What follows belongs to an exercise in optimizing a design on an open flow for small area; a production flow would make more cautious choices. Function was checked by simulation only, so behaviour that the tests miss may differ from the original. The clock port is modelled as an ideal driver; clocking choices that lean on that would not hold on a real chip. Power and IR drop assume default switching activity.

## flow/flow/run.sh

```bash
#!/bin/bash
# The standard layout (standard.sh) with these changes:
#  - synthesis is the standard one, except that ABC maps the logic with an
#    area-oriented script (flow/abc_area.script) instead of abc_speed.script;
#  - every port is buffered by the smallest buffer (sky130_fd_sc_hd__buf_1);
#  - neighbouring constant outputs share tie cells (flow/share_ties.tcl);
#  - the clock tree is built from clkbuf_8 without dummy loads, and then each
#    leaf buffer is sized to the smallest clkbuf that keeps its flip-flops'
#    clock slew under 112 ps (flow/size_clock.tcl).
# Each step's full output goes to a log file here (synth.log, standard.log)
# and ORFS's own logs under orfs/logs/.
set -euo pipefail
export BUFFER_PORTS_ARGS="-buffer_cell sky130_fd_sc_hd__buf_1"
export CTS_ARGS="-sink_clustering_enable -repair_clock_nets -sink_clustering_size 8 -buf_list sky130_fd_sc_hd__clkbuf_8 -dont_use_dummy_load"
export PRE_GLOBAL_PLACE_TCL="$PWD/flow/share_ties.tcl"
export SHARE_TIES_GAP_UM=60 SHARE_TIES_GROUP=32
export POST_CTS_TCL="$PWD/flow/size_clock.tcl"
export CLOCK_LEAF_SLEW_PS=112
rm -rf scripts_area
cp -r "$FLOW_HOME/scripts" scripts_area
cp flow/abc_area.script scripts_area/abc_speed.script
SCRIPTS_DIR="$PWD/scripts_area" bash standard.sh synth > synth.log 2>&1
bash standard.sh finish > standard.log 2>&1
```

## flow/flow/abc_area.script

```
strash
&get -n
&fraig -x
&put
scorr
dc2
strash
&get -n
&dch -f
&nf -a -R 1000
&put
```

## flow/flow/share_ties.tcl

```tcl
# PRE GLOBAL_PLACE hook: after the pins are placed, let one tie cell drive a
# run of neighbouring constant output ports of the same value, instead of
# one tie cell per port. Only ties whose net drives nothing but one port
# are merged. The yosys buffers between ties and ports are removed first,
# as global placement does next anyway.
remove_buffers
set block [ord::get_db_block]
set die [$block getDieArea]
set W [expr {[$die xMax] - [$die xMin]}]
set H [expr {[$die yMax] - [$die yMin]}]
set max_gap [expr {int([env_var_or_empty SHARE_TIES_GAP_UM] eq "" ? 20 : [env_var_or_empty SHARE_TIES_GAP_UM]) * [$block getDbUnitsPerMicron]}]
set max_group [expr {[env_var_or_empty SHARE_TIES_GROUP] eq "" ? 8 : [env_var_or_empty SHARE_TIES_GROUP]}]

# position of a point along the die's edge, counter-clockwise from (0, 0)
proc edge_pos { x y W H } {
  if { $y == 0 } { return $x }
  if { $x == $W } { return [expr {$W + $y}] }
  if { $y == $H } { return [expr {$W + $H + ($W - $x)}] }
  return [expr {2 * $W + $H + ($H - $y)}]
}

set cand(HI) {}
set cand(LO) {}
foreach inst [$block getInsts] {
  if { [[$inst getMaster] getName] ne "sky130_fd_sc_hd__conb_1" } { continue }
  set used {}
  foreach port {HI LO} {
    set it [$inst findITerm $port]
    set net [$it getNet]
    if { $net ne "NULL" } { lappend used [list $port $net] }
  }
  if { [llength $used] != 1 } { continue }
  lassign [lindex $used 0] port net
  if { [llength [$net getITerms]] != 1 } { continue }
  set bterms [$net getBTerms]
  if { [llength $bterms] != 1 } { continue }
  set bt [lindex $bterms 0]
  set bpin [lindex [$bt getBPins] 0]
  set box [$bpin getBBox]
  set x [expr {([$box xMin] + [$box xMax]) / 2}]
  set y [expr {([$box yMin] + [$box yMax]) / 2}]
  # snap to the edge the pin sits on
  if { [$box xMin] <= 0 } { set x 0 } elseif { [$box xMax] >= $W } { set x $W }
  if { [$box yMin] <= 0 } { set y 0 } elseif { [$box yMax] >= $H } { set y $H }
  lappend cand($port) [list [edge_pos $x $y $W $H] $inst $net $bt]
}

puts "cand HI [llength $cand(HI)] LO [llength $cand(LO)] gap $max_gap group $max_group"
set removed 0
foreach port {HI LO} {
  set lst [lsort -integer -index 0 $cand($port)]
  set keep ""
  set last -1
  set n 0
  foreach c $lst {
    lassign $c pos inst net bt
    if { $keep ne "" && $pos - $last <= $max_gap && $n < $max_group } {
      $bt disconnect
      $bt connect $keep
      odb::dbInst_destroy $inst
      odb::dbNet_destroy $net
      incr removed
      incr n
    } else {
      set keep $net
      set n 1
    }
    set last $pos
  }
}
puts "share_ties: removed $removed tie cells"
```

## flow/flow/size_clock.tcl

```tcl
set target_ps 95
if { [info exists ::env(CLOCK_LEAF_SLEW_PS)] } { set target_ps $::env(CLOCK_LEAF_SLEW_PS) }
set target [expr {$target_ps * 1e-3}]
set sizes {sky130_fd_sc_hd__clkbuf_4 sky130_fd_sc_hd__clkbuf_8 sky130_fd_sc_hd__clkbuf_16}
estimate_parasitics -placement

proc leaf_loads { inst } {
  set out [get_pins -of_objects $inst -filter "direction==output"]
  set net [get_nets -of_objects $out]
  return [get_pins -of_objects $net -filter "direction==input"]
}
proc worst_slew { pins } {
  set mx 0
  foreach p $pins {
    set s [get_property $p slew_max]
    if { $s > $mx } { set mx $s }
  }
  return $mx
}
proc is_leaf { inst } {
  foreach p [leaf_loads $inst] {
    set ref [get_property [get_cells -of_objects $p] ref_name]
    if { [string match "*df*" $ref] } { return 1 }
  }
  return 0
}

if { [info exists ::env(CLOCK_ROOT_CELL)] } {
  foreach inst [get_cells -quiet clkbuf_0_*] { replace_cell $inst $::env(CLOCK_ROOT_CELL) }
}
set leaves {}
foreach inst [get_cells -quiet clkbuf_*] {
  if { [string match "sky130_fd_sc_hd__clkbuf_*" [get_property $inst ref_name]] && [is_leaf $inst] } {
    lappend leaves $inst
  }
}
# two passes: sizes of the other leaves change the tree's upper levels a little
for { set pass 0 } { $pass < 2 } { incr pass } {
  foreach inst $leaves {
    set loads [leaf_loads $inst]
    set start [expr {$pass == 0 ? 0 : [lsearch $sizes [get_property $inst ref_name]]}]
    foreach master [lrange $sizes $start end] {
      if { [get_property $inst ref_name] ne $master } { replace_cell $inst $master }
      if { [worst_slew $loads] <= $target } { break }
    }
  }
}
foreach inst $leaves {
  puts "size_clock: [get_name $inst] [get_property $inst ref_name] fanout [llength [leaf_loads $inst]] slew [format %.1f [expr {[worst_slew [leaf_loads $inst]] * 1e3}]] ps"
}
set area 0
foreach inst [get_cells -quiet clkbuf_*] { set area [expr {$area + [get_property [get_lib_cells -of_objects $inst] area]}] }
puts "size_clock: clock buffer area $area"
detailed_placement
check_placement
```

## flow/standard.sh

```bash
#!/bin/bash
# synth_recipe.tcl (not shown) runs the flow's synth.tcl, then flattens the netlist and writes it again
# the make line also repeats each setting of config.mk as NAME=value (left out here)
make -C /OpenROAD-flow-scripts/flow DESIGN_CONFIG=/design/flow/config.mk WORK_HOME=/design/flow/orfs CLKGATE_MAP_FILE= SYNTH_SCRIPT=/design/flow/synth_recipe.tcl "${@:-finish}"
```

## flow/config.mk

```make
export PLATFORM = sky130hd
export DESIGN_NAME = kbot_can_engine
export DESIGN_NICKNAME = kbot_can_engine
export VERILOG_FILES = /design/flow/design.v
export SDC_FILE = /design/flow/constraint.sdc
export NUM_CORES = 4
export LEC_CHECK = 0
export CAP_MARGIN = 20
export CORE_AREA = 55 55 205 205
export DIE_AREA = 0 0 260 260
export SLEW_MARGIN = 20
```

## flow/constraint.sdc

```tcl
create_clock -name core_clock -period 10.0 [get_ports {clk}]
set_input_delay 2.0000 -clock core_clock [delete_from_list [all_inputs] [get_ports {clk}]]
set_output_delay 2.0000 -clock core_clock [all_outputs]
set_load 0.01 [all_outputs]
```

## flow/design.v

```verilog
module kce_codec (
    input  wire [3:0]  op,
    input  wire [7:0]  arg,
    input  wire [28:0] raw_id,
    input  wire [63:0] data,
    input  wire [15:0] fault,
    output wire        dec_known,
    output wire [63:0] res
);
    wire [12:0] t = raw_id[20:8];
    wire        t_hi  = (t[12:3] == 10'b10_0000_0000);
    assign dec_known  = t_hi && (t[2:0] != 3'd0) && (t[2:0] <= 3'd4);
    wire        dec_for_us = (raw_id[7:0] == 8'hAA);
    wire s_enc  = (op == 4'h1);
    wire s_dec  = (op == 4'h2);
    wire s_ctl  = (op == 4'h3);
    wire s_flt  = (op == 4'h7);
    wire s_dat  = op[2] & (op[1] ^ op[0]);      
    wire s_dat_hi = op[1] ^ op[0];
    wire s_ctl_hi = op[1] & op[0];
    wire [12:0] enc_t = {10'b10_0000_0000, arg[1] & arg[0], arg[1] ^ arg[0], ~arg[0]};
    wire [29:0] enc_id = {1'b1, 8'd0, enc_t, 8'hAA};
    wire [29:0] dec_res = {5'd0, t[2] | (t[1] & t[0]), ~t[0], dec_known, dec_for_us, t, raw_id[7:0]};
    wire [29:0] flt_res = {22'd0, fault[7:0]};
    wire [29:0] ctl_res = {5'd0, arg[4], 7'd0, arg[5], 7'd0, arg[6], 7'd0, arg[7]};
    genvar i;
    generate
        for (i = 0; i < 64; i = i + 1) begin : g_bit
            if (i >= 30) begin : g_hi
                if (i % 8 == 0) begin : g_flag
                    assign res[i] = (s_dat_hi & data[i]) | (s_ctl_hi & arg[(56 - i) / 8]);
                end else begin : g_plain
                    assign res[i] = s_dat_hi & data[i];
                end
            end else begin : g_lo
                assign res[i] = (s_dat & data[i]) | (s_enc & enc_id[i]) | (s_dec & dec_res[i]) |
                                (s_ctl & ctl_res[i]) | (s_flt & flt_res[i]);
            end
        end
    endgenerate
endmodule
module kce_seq (
    input  wire        clk,
    input  wire        rst,
    input  wire        start_q,
    input  wire        start_s,
    input  wire [31:0] start_timeout,
    input  wire        start_tdef,
    input  wire        cancel,
    input  wire        tick,
    input  wire        cu_send,      
    output wire        idle,
    output wire        tx_req,
    output wire        tx_qry,       
    output wire        tx_auto,      
    input  wire        tx_ready,
    input  wire        tx_err,
    output wire        rx_valid,
    output wire        rx_stream,
    input  wire        rx_ready,
    input  wire [1:0]  rx_kind,
    input  wire [28:0] rx_id,
    input  wire [3:0]  rx_len,
    input  wire [63:0] rx_data,
    output wire        done_valid,
    output wire [2:0]  done_code,
    output wire        done_pw_valid,
    output wire        done_dis_failed,
    output reg         sink_valid,
    output reg         snap_st_valid,
    output reg  [63:0] snap_st,
    output reg         snap_pw_valid,
    output reg  [63:0] snap_pw
);
    localparam [2:0] IDLE = 3'b000, Q_SEND = 3'b001, Q_RECV = 3'b010,
                     S_CHECK = 3'b100, S_ENABLE = 3'b101, S_RECV = 3'b110, S_DISABLE = 3'b111;
    reg [2:0]  phase;
    reg [31:0] remain;       
    reg        passed;       
    reg        cancel_req;
    reg        qp_valid;
    assign idle      = (phase == IDLE);
    assign tx_req    = phase[0];
    assign tx_qry    = ~phase[2];
    assign tx_auto   = phase[2] & ~phase[1];
    assign rx_valid  = phase[1] & ~phase[0];
    assign rx_stream = phase[2];
    wire tx_done = tx_ready & phase[0];
    wire rx_done = rx_ready & rx_valid;
    wire rx_use     = rx_done && (rx_kind == 2'd1) && (rx_id[7:0] == 8'hAA) &&
                      (rx_len[3]) && (rx_id[20:11] == 10'b10_0000_0000);
    wire got_status = rx_use && (rx_id[10:8] == 3'd3);
    wire got_power  = rx_use && (rx_id[10:8] == 3'd4);
    wire rx_fail    = rx_kind[1];
    assign done_valid = (tx_done & (tx_err | phase[1])) |
                        (rx_done & (rx_fail | (~phase[2] & (got_status | passed))));
    assign done_code  = {1'b0,
                         ~phase[0] & ~rx_fail & ~got_status,
                         phase[0] ? ~phase[1] : rx_fail};
    assign done_pw_valid   = qp_valid;
    assign done_dis_failed = tx_err & phase[1] & phase[0];
    wire        count = tick & (phase == Q_RECV) & ~passed & ~(&remain);
    wire [32:0] low_set;
    assign low_set[0] = 1'b0;
    genvar i;
    generate
        for (i = 0; i < 32; i = i + 1) begin : g_borrow
            assign low_set[i + 1] = low_set[i] | remain[i];
        end
    endgenerate
    wire [31:0] flip = {32{count}} & ~low_set[31:0];
    always @(posedge clk) begin
        remain <= idle ? (start_tdef ? 32'd1000 : start_timeout) : (remain ^ flip);
        passed <= ~idle & (passed | (count & ~low_set[32]));
        if (got_status) snap_st <= rx_data;
        if (got_power)  snap_pw <= rx_data;
    end
    always @(posedge clk) begin
        sink_valid <= rx_done & phase[2] & (got_status | got_power);
        if (start_s)     cancel_req <= 1'b0;
        else if (cancel) cancel_req <= 1'b1;
        if (start_q)        qp_valid <= 1'b0;
        else if (got_power) qp_valid <= 1'b1;
    end
    always @(posedge clk) begin
        if (rst) begin
            phase         <= IDLE;
            snap_st_valid <= 1'b0;
            snap_pw_valid <= 1'b0;
        end else begin
            if (got_status) snap_st_valid <= 1'b1;
            if (got_power)  snap_pw_valid <= 1'b1;
            case (phase)
                IDLE: begin
                    if (start_q)      phase <= Q_SEND;
                    else if (start_s) phase <= S_ENABLE;
                end
                Q_SEND:   if (tx_done) phase <= tx_err ? IDLE : Q_RECV;
                Q_RECV:   if (done_valid) phase <= IDLE;
                S_ENABLE: if (tx_done) phase <= tx_err ? IDLE : S_RECV;
                S_RECV:   if (rx_done) phase <= rx_fail ? IDLE : S_CHECK;
                S_CHECK: begin
                    if (!cancel_req)  phase <= S_RECV;
                    else if (!cu_send) phase <= S_DISABLE;
                end
                S_DISABLE: if (tx_done) phase <= IDLE;
                default: phase <= IDLE;
            endcase
        end
    end
endmodule
module kbot_can_engine (
    input  wire        clk,
    input  wire        rst,
    input  wire        cmd_valid,
    output wire        cmd_ready,
    input  wire [3:0]  cmd_op,
    input  wire [7:0]  cmd_arg,
    input  wire [28:0] cmd_id,
    input  wire [3:0]  cmd_len,
    input  wire [63:0] cmd_data,
    input  wire [15:0] cmd_fault,
    input  wire [31:0] cmd_timeout,
    input  wire        cmd_tdef,
    output reg         cpl_valid,
    output reg  [2:0]  cpl_code,
    output wire [63:0] cpl_res,
    output wire        open_valid,
    input  wire        open_ready,
    input  wire        open_err,
    output wire        tx_valid,
    output wire [28:0] tx_id,
    output wire [63:0] tx_data,
    input  wire        tx_ready,
    input  wire        tx_err,
    output wire        rx_valid,
    output wire [9:0]  rx_wait,
    input  wire        rx_ready,
    input  wire [1:0]  rx_kind,
    input  wire [28:0] rx_id,
    input  wire        rx_ide,
    input  wire [3:0]  rx_len,
    input  wire [63:0] rx_data,
    input  wire        tick,
    output wire        done_valid,
    output wire [2:0]  done_code,
    output wire [63:0] done_st,
    output wire        done_pw_valid,
    output wire [63:0] done_pw,
    output wire        done_dis_failed,
    output wire        sink_valid,
    output wire        sink_st_valid,
    output wire [63:0] sink_st,
    output wire        sink_pw_valid,
    output wire [63:0] sink_pw
);
    localparam [3:0] OP_CONNECT = 4'h8, OP_SENDCTL = 4'h9, OP_SENDQRY = 4'hA,
                     OP_QRYSTS = 4'hB, OP_STREAM = 4'hC, OP_CANCEL = 4'hD;
    localparam [2:0] C_OK = 3'd0, C_TERR = 3'd1, C_DECLEN = 3'd3, C_UNREC = 3'd4,
                     C_BUSY = 3'd5, C_ILLEGAL = 3'd6;
    localparam [1:0] CU_IDLE = 2'b00, CU_OPEN = 2'b01, CU_SCTL = 2'b10, CU_SQRY = 2'b11;
    reg [1:0] cu_state;
    reg       connected;
    reg [7:0] snd_flags;     
    wire cu_idle = (cu_state == CU_IDLE);
    wire cu_send = cu_state[1];
    wire cmd_fire = cmd_valid & cu_idle;
    assign cmd_ready = cu_idle;
    assign open_valid = (cu_state == CU_OPEN);
    wire dec_known;
    kce_codec u_codec (
        .op(cmd_op), .arg(cmd_arg), .raw_id(cmd_id), .data(cmd_data), .fault(cmd_fault),
        .dec_known(dec_known), .res(cpl_res)
    );
    wire seq_idle, seq_tx_req, seq_tx_qry, seq_tx_auto, rx_stream;
    wire start_q = cmd_fire && cmd_op == OP_QRYSTS && seq_idle && connected;
    wire start_s = cmd_fire && cmd_op == OP_STREAM && seq_idle && connected;
    wire cancel  = cmd_fire && cmd_op == OP_CANCEL;
    kce_seq u_seq (
        .clk(clk), .rst(rst),
        .start_q(start_q), .start_s(start_s),
        .start_timeout(cmd_timeout), .start_tdef(cmd_tdef),
        .cancel(cancel), .tick(tick), .cu_send(cu_send),
        .idle(seq_idle),
        .tx_req(seq_tx_req), .tx_qry(seq_tx_qry), .tx_auto(seq_tx_auto),
        .tx_ready(tx_ready), .tx_err(tx_err),
        .rx_valid(rx_valid), .rx_stream(rx_stream), .rx_ready(rx_ready),
        .rx_kind(rx_kind), .rx_id(rx_id), .rx_len(rx_len), .rx_data(rx_data),
        .done_valid(done_valid), .done_code(done_code),
        .done_pw_valid(done_pw_valid), .done_dis_failed(done_dis_failed),
        .sink_valid(sink_valid),
        .snap_st_valid(sink_st_valid), .snap_st(sink_st),
        .snap_pw_valid(sink_pw_valid), .snap_pw(sink_pw)
    );
    assign done_st = rx_data;
    assign done_pw = sink_pw;
    assign rx_wait = rx_stream ? 10'd500 : 10'd100;
    wire cu_tx_on = cu_send & ~seq_tx_req;
    wire tx_qry   = seq_tx_req ? seq_tx_qry : cu_state[0];
    wire [7:0] tx_flags = seq_tx_req ? {1'b0, seq_tx_auto, 6'd0} : (snd_flags & {8{~cu_state[0]}});
    assign tx_valid = cu_send | seq_tx_req;
    assign tx_id    = {8'd0, 11'b1_0000_0000_00, tx_qry, ~tx_qry, 8'hAA};
    assign tx_data  = {7'd0, tx_flags[0], 7'd0, tx_flags[1], 7'd0, tx_flags[2], 7'd0, tx_flags[3],
                       7'd0, tx_flags[4], 7'd0, tx_flags[5], 7'd0, tx_flags[6], 7'd0, tx_flags[7]};
    always @(*) begin
        cpl_valid = 1'b0;
        cpl_code  = C_OK;
        if (cu_state == CU_OPEN) begin
            cpl_valid = open_ready;
            cpl_code  = open_err ? C_TERR : C_OK;
        end else if (cu_send) begin
            cpl_valid = cu_tx_on & tx_ready;
            cpl_code  = tx_err ? C_TERR : C_OK;
        end else begin
            case (cmd_op)
                OP_CONNECT: begin
                    cpl_valid = cmd_valid & ~seq_idle;
                    cpl_code  = C_BUSY;
                end
                OP_SENDCTL, OP_SENDQRY: begin
                    cpl_valid = cmd_valid & ~connected;
                    cpl_code  = C_TERR;
                end
                OP_QRYSTS, OP_STREAM: begin
                    cpl_valid = cmd_valid & ~(seq_idle & connected);
                    cpl_code  = seq_idle ? C_TERR : C_BUSY;
                end
                OP_CANCEL: ;
                4'h0, 4'hE, 4'hF: begin
                    cpl_valid = cmd_valid;
                    cpl_code  = C_ILLEGAL;
                end
                4'h2: begin
                    cpl_valid = cmd_valid;
                    cpl_code  = dec_known ? C_OK : C_UNREC;
                end
                4'h5, 4'h6: begin
                    cpl_valid = cmd_valid;
                    cpl_code  = cmd_len[3] ? C_OK : C_DECLEN;
                end
                default: begin
                    cpl_valid = cmd_valid;
                    cpl_code  = C_OK;
                end
            endcase
        end
    end
    always @(posedge clk) begin
        if (cu_idle) snd_flags <= cmd_arg;
    end
    always @(posedge clk) begin
        if (rst) begin
            cu_state  <= CU_IDLE;
            connected <= 1'b0;
        end else begin
            case (cu_state)
                CU_IDLE: begin
                    if (cmd_valid) begin
                        if (cmd_op == OP_CONNECT && seq_idle)
                            cu_state <= CU_OPEN;
                        else if ((cmd_op == OP_SENDCTL || cmd_op == OP_SENDQRY) && connected)
                            cu_state <= {1'b1, cmd_op[1]};
                    end
                end
                CU_OPEN: begin
                    if (open_ready) begin
                        if (!open_err) connected <= 1'b1;
                        cu_state <= CU_IDLE;
                    end
                end
                default: begin
                    if (cu_tx_on && tx_ready) cu_state <= CU_IDLE;
                end
            endcase
        end
    end
endmodule
```

==> flow_metrics.py, run 1 <==
metrics = {
    "route": {
        "drc": 0,
        "drt_iter0_drc": 460,
        "drt_first_pass_iters": 5,
        "ant_nets": 0,
        "routed_via_density": 5.21,
        "via_count": 7650,
        "routedWlPerCell_um": 44.6,
        "drt-total-wl_um": 65500,
    },
    "place": {
        "pre_cts_slack_ns": 2.14,
        "gp_congestion": 0.879,
        "dpl.hpwl_um": 59900,
        "dpl_cell_area_mm2": 0.00977,
        "port_buffers": 584,
        "dp.cells": 1431,
    },
    "sta": {
        "hold_viol": 0,
        "rsz0062_at_grt": "false",
        "worst_pin_slew_ns": 0.953,
        "final.period_utilization_pct": 74.1,
        "fin_ws_ns": 2.59,
        "finalSetupTns_ns": 0,
        "fin_skew_ns": 0.0176,
        "finalSetupViolCount": 0,
        "max_clock_freq_mhz": 135,
        "timing.slew.headroom_pct": 36.5,
        "final_max_slew_viol_count": 0,
        "min_period_ns": 7.41,
    },
    "synthesis": {
        "synth.area.top_cells": "edfxtp_1, buf_4, dfxtp_1",
        "yosysMostFrequentCell": "buf_4",
        "synth_enable_flop_cells": 136,
        "synthFlopType": "edfxtp_1",
        "yosysTopAreaCell": "edfxtp_1",
        "synth_seq_area_share_pct": 56.4,
        "syn_area_mm2": 0.00881,
        "syn-mean-instance-area_um2": 11.4,
        "ys_seq_elements": 180,
        "yosysWarningCount": 2,
        "ys_top_cells_by_count": "buf_4, edfxtp_1, nand2_1",
        "syn-instance-count": 776,
        "yosysTopAreaCellShare_pct": 46.4,
        "async_flop_share_pct": 0,
        "ys_types": 53,
    },
    "floorplan": {
        "design.core.area_mm2": 0.0220,
        "rows": 54,
        "dieArea_mm2": 0.0676,
        "start_util_pct": 40.1,
        "die_w_um": 260,
        "die_h_um": 260,
        "io_pins": 707,
    },
    "global_routing": {
        "grtUsageTotal_pct": 16.7,
        "grt_max_degree": 68,
        "use_met2_pct": 28.7,
        "grt-ovfl-total": 0,
        "grt_pass1_vias": 7205,
        "grt.met3_usage_pct": 15.7,
        "busiest_layer": "met2",
        "antenna_found_initial": 86,
        "met1_usage_pct": 13.9,
        "grt_pass1_wl_um": 80700,
    },
    "setup_path": {
        "cp_data_required_time_ns": 10.37,
        "rrSetupSlack_ns": 3.11,
        "cp.arrival_ns": 7.78,
        "startpoint": "tick",
        "cp-start-kind": "input pin",
        "critical_path_class": "in2reg",
        "r2r_start": "u_seq.phase[1]",
        "r2r-end": "u_seq.remain[31]",
        "cp-end-kind": "flip-flop",
        "crit_fanout": 5,
        "reg2regPathDepth": 24,
    },
    "cts": {
        "clk_pin_slew_ns": 0.09,
        "clock_latency_ns": 0.43,
        "clock_sinks": 180,
        "tritoncts": "built",
    },
    "hold_path": {
        "holdPathEnd": "u_seq.qp_valid",
        "hold_class": "reg2reg",
        "min-delay-start": "u_seq.qp_valid",
        "holdPathStages": 2,
    },
    "final_layout": {
        "fin_util_pct": 45.6,
        "area_delta_synth_final_pct": 13.8,
        "instances_no_fill": 1468,
        "fin_area_mm2": 0.0100,
        "seqCellArea_mm2": 0.00496,
        "multi_input_area_mm2": 0.00217,
        "fillers": 2098,
        "drive_above_1_share_pct": 2.23,
        "fin_nets": 1443,
    },
    "outcome": {
        "status": "timing/DRC/antenna clean",
    },
    "pwr": {
        "p_leak_uw": 0.00323,
        "ir_worst_vdd_mv": 0.133,
        "p_per_area_mw_per_mm2": 180,
    },
    "flow_run": {
        "max_cap_viol_count": 0,
    },
}
## cell type report
cell class                      count  share of cell area (%)
Antenna cell                       20                   0.499
Clock buffer                       17                    2.01
Inverter                           12                   0.449
Multi-Input combinational cell    369                    21.7
Sequential cell                   180                    49.5
Tap cell                          280                    3.50
Timing Repair Buffer              590                    22.3
## report_power, final
group / leakage, µW / switching, µW / internal [µW]
Clock: 0.000109 / 214 / 130
Combinational: 0.00152 / 324 / 172
Sequential: 0.00160 / 82.9 / 883
Total: 0.00323 / 621 / 1190
## registers in the layout, indices dropped and copies added (netlist names)
name and cells:
u_seq.sink_valid 1, u_seq.snap_pw 64, u_seq.passed 1, u_seq.snap_st_valid 1, u_seq.cancel_req 1, u_seq.remain 32, u_seq.snap_pw_valid 1, u_seq.qp_valid 1
snd_flags 8, u_seq.snap_st 64, u_seq.phase 3, cu_state 2, connected 1
## critical path, stage by stage
cell and delay [ns]:
buf_1 0.08, nand4bb_1 0.10, a21oi_1 0.19, nand2_1 0.13
or3_1 0.39, or3_1 0.39, or3_1 0.40, or3_1 0.41
or4_1 0.52, nor3_1 0.34, nand2b_1 0.17, nor3_1 0.31
nand2b_1 0.16, nor3_1 0.31, nand2b_1 0.17, nor3_1 0.32
nand2b_1 0.17, nor3_1 0.32, nand2b_1 0.16, nor3_1 0.33
nand2b_1 0.14, xor2_1 0.15, o21ai_0 0.12
## cell usage in the layout, fill, tap and decap left out, drive strengths merged, types with 7 or more instances in the layout
| master | instances |
|---|---|
| nor2 | 46 |
| edfxtp | 136 |
| dfxtp | 44 |
| nand2 | 62 |
| a22o | 13 |
| nand3 | 8 |
| diode | 20 |
| conb | 10 |
| o21ai | 35 |
| xnor2 | 8 |
| nand2b | 9 |
| buf | 590 |
| nand4 | 11 |
| xor2 | 9 |
| and2 | 40 |
| clkbuf | 17 |
| a21oi | 18 |
| clkinv | 12 |
| a31oi | 7 |
| nor3 | 15 |
## worst max path at each step
stage                       endpoint  cells past startpoint  slack (ns)
finish              u_seq.remain[31]                     23        2.59
global route        u_seq.remain[31]                     23        2.01
global placement    u_seq.remain[31]                     23        2.28
floorplan           u_seq.remain[31]                     22        2.83
detailed placement  u_seq.remain[31]                     23        2.14
## per-layer routing
metal	wire, µm	vias to the layer above
met4	1020	136
met5	868	-
li1	-	3326
met3	12200	174
met1	19600	3493
met2	31800	521
## cells by family after synthesis
logic type | count (synthesis) | synth area share (%)
multiplexers | 1 | 0.114
adder cells (fa/ha/maj) | 6 | 0.852
XOR/XNOR | 17 | 1.69
flip-flops | 180 | 56.4
other | 2 | 0.0853
AND/OR/NAND/NOR | 227 | 13.2
AO/OA/AOI/OAI | 108 | 8.22
buffers and inverters | 235 | 19.5
## stage by stage
stage	hold slack, ns	power, µW
2_1_floorplan	0.455	1280
3_3_place_gp	0.451	1480
3_5_place_dp	0.458	1490
5_1_grt	0.499	1920
6_report	0.474	1810
==> run 2: changes to the inputs <==
--- a/flow/config.mk
+++ b/flow/config.mk
@@ -6,6 +6,6 @@
 export NUM_CORES = 4
 export LEC_CHECK = 0
 export CAP_MARGIN = 20
-export CORE_AREA = 55 55 205 205
+export CORE_AREA = 5 5 255 255
 export DIE_AREA = 0 0 260 260
 export SLEW_MARGIN = 20
==> run 2 against run 1 <==
  * Power is 4.2% higher
  * Still clean on timing, DRC and antenna
  * Non-clock buffer count is 1 higher
  * Critical path type unchanged
  * Cell area is 7.0% higher
  * Global-route usage is 4.8 points lower
  * Clock power is 22% higher
  * Clock skew is 0.0079 ns higher
  * Critical path depth stayed put
  * Sequential share of layout area is 3.2 points lower
  * Setup slack worse by 0.020 ns
  * Register-to-register slack worse by 0.26 ns
  * Die area stayed put
  * Synthesized area stayed put
==> flow_metrics.py, run 2 <==
metrics = {
    "final_layout": {
        "final_common_cell": "buf_1",
        "layout_common_cells": "buf_1, edfxtp_1, nand2_1",
        "reg_top3": "u_seq.snap_pw x64, u_seq.snap_st x64, u_seq.remain x32",
        "fillers": 6979,
        "area_delta_synth_final_pct": 21.7,
        "fin_nets": 1442,
        "drive_above_1_share_pct": 2.49,
        "fin_util_pct": 17.3,
    },
    "global_routing": {
        "grtUsageTotal_pct": 11.9,
        "grt_max_degree": 68,
        "grt-ovfl-total": 0,
        "grt_pass1_vias": 6858,
        "grt_pass1_wl_um": 55400,
        "antenna_found_initial": 4,
    },
    "flow_run": {
        "max_cap_viol_count": 0,
    },
    "sta": {
        "finalSetupTns_ns": 0,
        "whs_ns": 0.475,
        "max_clock_freq_mhz": 135,
        "final_max_slew_viol_count": 0,
        "fin_skew_ns": 0.0256,
        "min_period_ns": 7.43,
        "finalSetupViolCount": 0,
        "rsz0062_at_grt": "false",
        "final.period_utilization_pct": 74.3,
        "worst_pin_slew_ns": 1.09,
        "timing.slew.headroom_pct": 27.2,
        "hold_viol": 0,
    },
    "floorplan": {
        "design.core.area_mm2": 0.0618,
        "start_util_pct": 14.2,
        "die_w_um": 260,
        "dieArea_mm2": 0.0676,
        "die_h_um": 260,
        "rows": 91,
        "io_pins": 707,
    },
    "setup_path": {
        "cp-end-kind": "flip-flop",
        "crit_fanout": 5,
        "cp_data_required_time_ns": 10.46,
        "critical_path_class": "in2reg",
        "cp.arrival_ns": 7.89,
        "reg2regPathDepth": 24,
        "cp-start-kind": "input pin",
    },
    "route": {
        "drt_iter0_drc": 435,
        "drt_first_pass_iters": 7,
        "drt-total-wl_um": 43300,
        "routed_via_density": 3.60,
        "via_count": 7218,
        "drc": 0,
        "ant_nets": 0,
        "routedWlPerCell_um": 21.6,
    },
    "pwr": {
        "power.switching_uw": 669,
        "p_int_uw": 1210,
        "p_total_uw": 1880,
        "p_sw_share_pct": 35.5,
        "power_frac_seq_pct": 51.5,
        "p_leak_uw": 0.00324,
        "p_per_area_mw_per_mm2": 176,
        "combPwrFrac_pct": 26.3,
        "ir_worst_vdd_mv": 0.0992,
        "p_clk_share_pct": 22.2,
    },
    "synthesis": {
        "synth_seq_area_share_pct": 56.4,
        "synth_enable_flop_cells": 136,
        "ys_seq_elements": 180,
        "yosysTopAreaCell": "edfxtp_1",
        "async_flop_share_pct": 0,
        "syn-mean-instance-area_um2": 11.4,
        "yosysTopAreaCellShare_pct": 46.4,
        "synthFlopType": "edfxtp_1",
        "ys_types": 53,
        "yosysMostFrequentCell": "buf_4",
        "ys_top_cells_by_count": "buf_4, edfxtp_1, nand2_1",
        "syn_area_mm2": 0.00881,
        "synth.area.top_cells": "edfxtp_1, buf_4, dfxtp_1",
        "syn-instance-count": 776,
        "yosysWarningCount": 2,
    },
    "cts": {
        "clock_sinks": 180,
        "clock_latency_ns": 0.53,
        "clk_pin_slew_ns": 0.10,
        "tritoncts": "built",
    },
    "hold_path": {
        "hold_class": "reg2reg",
        "holdPathStages": 2,
    },
    "place": {
        "dpl.hpwl_um": 36200,
        "port_buffers": 584,
        "gp_congestion": 0.804,
    },
    "outcome": {
        "status": "timing/DRC/antenna clean",
    },
}
==> run 2: final timing paths <==
kind / startpoint / end / slack, ns
hold reg to reg: u_seq.qp_valid / u_seq.qp_valid / 0.48
setup / recovery: tick / u_seq.remain[31] / 2.57
setup reg to reg: u_seq.phase[1] / u_seq.remain[31] / 2.85
hold / removal: u_seq.qp_valid / u_seq.qp_valid / 0.48
==> run 2: power groups by stage <==
| stage | clock (µW) | sequential [µW] | combinational (µW) |
|---|---|---|---|
| after floorplan | 0 | 958 | 323 |
| after global placement | 0 | 984 | 504 |
| after detailed placement | 0 | 985 | 506 |
| after global routing | 474 | 983 | 562 |
| final | 418 | 969 | 496 |
==> run 2: final cells by class <==
type / count / area [µm²] / share of cell area [%]
clock buffer: 17 / 243 / 2.26
antenna: 3 / 7.51 / 0.0700
inverter: 12 / 45.0 / 0.420
multi-input combinational: 367 / 2170 / 20.2
sequential: 180 / 4960 / 46.3
timing repair buffer: 591 / 2240 / 20.9
tap: 837 / 1050 / 9.77
==> run 2: through the flow <==
stage | std cells | setup slack (ns) | area (µm²)
after floorplan | 865 | 2.83 | 9140
after global placement | 1987 | 2.16 | 10500
after detailed placement | 1987 | 1.99 | 10500
after global routing | 2006 | 2.02 | 10700
final | 2007 | 2.57 | 10700
==> run 2: worst max-delay path: stages <==
cell and delay (ns):
buf_1 0.08, nand4bb_1 0.12, a21oi_1 0.21, nand2_1 0.12
or3_1 0.38, or3_1 0.38, or3_1 0.40, or3_1 0.41
or4_1 0.57, nor3_1 0.37, nand2b_1 0.17, nor3_1 0.32
nand2b_1 0.16, nor3_1 0.34, nand2b_1 0.17, nor3_1 0.33
nand2b_1 0.16, nor3_1 0.31, nand2b_1 0.16, nor3_1 0.32
nand2b_1 0.14, xor2_1 0.16, o21ai_0 0.13
==> run 2: kinds of logic after synthesis <==
group | synth area share (%)
simple gates | 13.2
fa+ha+maj | 0.852
flops | 56.4
mux | 0.114
buf+inv | 19.5
other cells | 0.0853
xor+xnor | 1.69
compound gates | 8.22
==> run 2: metal layers <==
layer  wire [µm]  up-vias  share of wire (%)  track usage (%)
li1            -     3304                  -                -
met1       17700     3493                 41             14.4
met2       21600      394                 50             20.9
met3        3390       27                7.8             3.50
met4         531        0                1.2             2.91
met5           0        -                  0                0
==> run 3: changes to the inputs <==
--- a/flow/config.mk
+++ b/flow/config.mk
@@ -6,6 +6,6 @@
 export NUM_CORES = 4
 export LEC_CHECK = 0
 export CAP_MARGIN = 20
-export CORE_AREA = 5 5 255 255
+export CORE_AREA = 40 40 220 220
 export DIE_AREA = 0 0 260 260
 export SLEW_MARGIN = 20
==> run 3 against run 2 <==
  * Critical endpoint unchanged
  * Critical path type unchanged
  * Final cell count fell by 20%
  * Largest cell class unchanged
  * Non-clock buffer count is 3 lower
  * Power down 4.8%
  * Synthesized cell count did not move
==> flow_metrics.py, run 3 <==
metrics = {
    "outcome": {
        "status": "timing/DRC/antenna clean",
    },
    "synthesis": {
        "ys_types": 53,
        "ys_seq_elements": 180,
        "ys_top_cells_by_count": "buf_4, edfxtp_1, nand2_1",
        "synth.area.top_cells": "edfxtp_1, buf_4, dfxtp_1",
        "yosysMostFrequentCell": "buf_4",
        "synth_top_family_by_area": "buffers and inverters",
        "synthMuxAreaShare_pct": 0.114,
        "synth_enable_flop_cells": 136,
        "async_flop_share_pct": 0,
        "synthFlopType": "edfxtp_1",
        "synth_simple_gate_area_share_pct": 13.2,
        "yosysTopAreaCell": "edfxtp_1",
        "synth_seq_area_share_pct": 56.4,
        "syn-mean-instance-area_um2": 11.4,
        "yosysWarningCount": 2,
        "yosysTopAreaCellShare_pct": 46.4,
        "syn-instance-count": 776,
        "synth-xor-area-share_pct": 1.69,
        "synth_compound_area_share_pct": 8.22,
        "synthAdderAreaFrac_pct": 0.852,
        "syn_area_mm2": 0.00881,
    },
    "floorplan": {
        "die_w_um": 260,
        "rows": 65,
        "die_h_um": 260,
        "dieArea_mm2": 0.0676,
        "start_util_pct": 27.7,
        "design.core.area_mm2": 0.0318,
        "io_pins": 707,
    },
    "cts": {
        "clock_latency_ns": 0.46,
        "clock_sinks": 180,
        "tritoncts": "built",
        "clk_pin_slew_ns": 0.10,
    },
    "setup_path": {
        "critical_path_class": "in2reg",
        "crit_chain": "buf_1 > nand4bb_1 > a21oi_1 > nand2_1 > or3_1 > or3_1 > or3_1 > or3_1 > or4_1 > nor3_1 > nand2b_1 > nor3_1 > nand2b_1 > nor3_1 > nand2b_1 > nor3_1 > nand2b_1 > nor3_1 > nand2b_1 > nor3_1 > nand2b_1 > xor2_1 > o21ai_0",
        "crit_fanout": 5,
        "max_stage_delay_ns": 0.51,
        "cp-end-kind": "flip-flop",
        "cp-start-kind": "input pin",
        "cp_data_required_time_ns": 10.37,
        "crit_family": "simple AND/OR/NAND/NOR gates",
        "cp.arrival_ns": 7.85,
        "cp_num_buf_inv": 1,
        "slowest_stage": "or4_1",
    },
    "final_layout": {
        "area_delta_synth_final_pct": 15.0,
        "fin_nets": 1438,
        "fillers": 3321,
        "layout_common_cells": "buf_1, edfxtp_1, nand2_1",
        "drive_above_1_share_pct": 2.06,
        "instances_no_fill": 1601,
        "final_common_cell": "buf_1",
        "reg_top3": "u_seq.snap_pw x64, u_seq.snap_st x64, u_seq.remain x32",
    },
    "place": {
        "dpl.hpwl_um": 51400,
        "dp.cells": 1581,
        "port_buffers": 584,
        "gp_congestion": 0.947,
    },
    "route": {
        "drt_iter0_drc": 745,
        "drc": 0,
        "met1_length_um": 18600,
        "via_count": 7399,
        "wl_met2_um": 30000,
        "routed_via_density": 4.62,
        "drt_first_pass_iters": 7,
        "drt-total-wl_um": 57400,
        "ant_nets": 0,
        "wl_met3_um": 8370,
        "highest_layer": "met5",
        "routedWlPerCell_um": 35.9,
    },
    "global_routing": {
        "grt_pass1_wl_um": 72500,
        "grt_pass1_vias": 7200,
        "antenna_found_initial": 11,
        "grtUsageTotal_pct": 14.9,
        "grt_max_degree": 68,
        "grt-ovfl-total": 0,
    },
    "sta": {
        "min_period_ns": 7.49,
        "fin_skew_ns": 0.0277,
        "max_clock_freq_mhz": 134,
        "final.period_utilization_pct": 74.9,
        "final_max_slew_viol_count": 0,
        "rsz0062_at_grt": "false",
        "finalSetupViolCount": 0,
        "timing.slew.headroom_pct": 33.2,
        "worst_pin_slew_ns": 1.00,
        "hold_viol": 0,
        "finalSetupTns_ns": 0,
    },
    "pwr": {
        "p_per_area_mw_per_mm2": 177,
        "p_leak_uw": 0.00320,
        "ir_worst_vdd_mv": 0.0855,
    },
    "hold_path": {
        "hold_class": "reg2reg",
    },
    "flow_run": {
        "max_cap_viol_count": 0,
    },
}
## run 3: cell types whose count changed in the layout (fill, tap and decap cells not counted)
| cell | previous run | this run |
|---|---|---|
| conb_1 | 8 | 7 |
| ha_1 | 5 | 6 |
| nor4_1 | 3 | 4 |
| buf_4 | 7 | 4 |
| ha_2 | 1 | 0 |
| clkbuf_16 | 3 | 0 |
| and2_0 | 40 | 39 |
| nor4_2 | 1 | 0 |
| and2_1 | 0 | 1 |
| clkbuf_4 | 4 | 7 |
## run 3: path summary, 6_finish.rpt
kind / to / depth (start not counted) / startpoint / slack, ns
hold reg to reg: u_seq.snap_st_valid / 2 / u_seq.snap_st_valid / 0.47
setup / recovery: u_seq.remain[31] / 23 / tick / 2.51
setup reg to reg: u_seq.remain[31] / 24 / u_seq.phase[1] / 3.02
hold / removal: u_seq.snap_st_valid / 2 / u_seq.snap_st_valid / 0.47
## run 3: where the power goes
part / internal, µW / switching, µW / leakage [µW]
Clock: 122 / 224 / 0.000104
Combinational: 166 / 315 / 0.00150
Sequential: 883 / 82.0 / 0.00160
Total: 1170 / 622 / 0.00320
## run 3: stage by stage
| step | utilization, % | setup slack, ns | hold slack (ns) | cell area (µm²) | power (µW) |
|---|---|---|---|---|---|
| 2_1_floorplan | - | 2.83 | 0.455 | 9140 | 1280 |
| 3_3_place_gp | 31.2 | 2.27 | 0.451 | 9930 | 1470 |
| 3_5_place_dp | 31.2 | 2.09 | 0.455 | 9930 | 1480 |
| 5_1_grt | 31.8 | 1.94 | 0.530 | 10100 | 1910 |
| 6_report | 31.9 | 2.51 | 0.475 | 10100 | 1790 |
## run 3: metal layers
metal  track usage (%)  vias to the layer above
met3              10.2                       38
met5                 0                        -
met2              27.5                      445
li1                  -                     3296
met4              2.01                       14
met1              13.3                     3606
## run 3: worst reg2reg max path, delay by kind of cell, from the launching register on
kind | cells | cell delay [ns]
flops | 1 | 0.51
compound gates | 2 | 0.32
xor+xnor | 1 | 0.16
buf+inv | 1 | 0.22
simple gates | 20 | 5.68
## run 3: cell type report
type	instances	area (µm²)	area share, %
Sequential cell	180	4960	49.0
Antenna cell	3	7.51	0.0741
Multi-Input combinational cell	366	2160	21.3
Clock buffer	17	190	1.88
Timing Repair Buffer	588	2220	21.9
Tap cell	435	544	5.37
Inverter	12	45.0	0.445
## run 3: cells by family after synthesis
family	after synthesis
AOI/OAI and AO/OA	108
xor gates and xnor gates	17
adders and majority gates	6
buffers and inverters	235
DFF	180
muxes	1
other	2
and+or+nand+nor	227

-- static timing again, ports no longer ideal --
Ports are ideal in the flow. The routed layouts listed here were re-timed in OpenROAD.
Step 1 (the two cells are an assumption about what drives the block):
set clk [get_ports {clk}]
set_driving_cell -lib_cell sky130_fd_sc_hd__clkbuf_16 $clk
set_driving_cell -lib_cell sky130_fd_sc_hd__buf_2 [delete_from_list [all_inputs] $clk]
Step 2 adds t to the input delays and takes it off the output delays; t is the mean of the earliest and latest rising clock arrival at the registers after step 1. Input paths then give back, and output paths get back, about the clock's delay inside the block.
Slacks: ideal / step 1 / step 2; pairs: ideal / step 1.
| run | t (ns) | slack for setup (ns) | slew at the worst register clock pin (ns) | pins driven straight from the clock port |
|---|---|---|---|---|
| run 1 | 0.470 | 2.591 / 2.535 / 2.065 | 0.10 / 0.10 | 1 |
| run 2 | 0.562 | 2.571 / 2.579 / 2.017 | 0.10 / 0.10 | 1 |
| run 3 | 0.493 | 2.514 / 2.489 / 1.996 | 0.10 / 0.10 | 1 |
After both steps setup and hold are still met in every run listed. The setup slack of run 2, which loses most, moves by +0.008 ns with the drivers and by -0.554 ns with both steps.
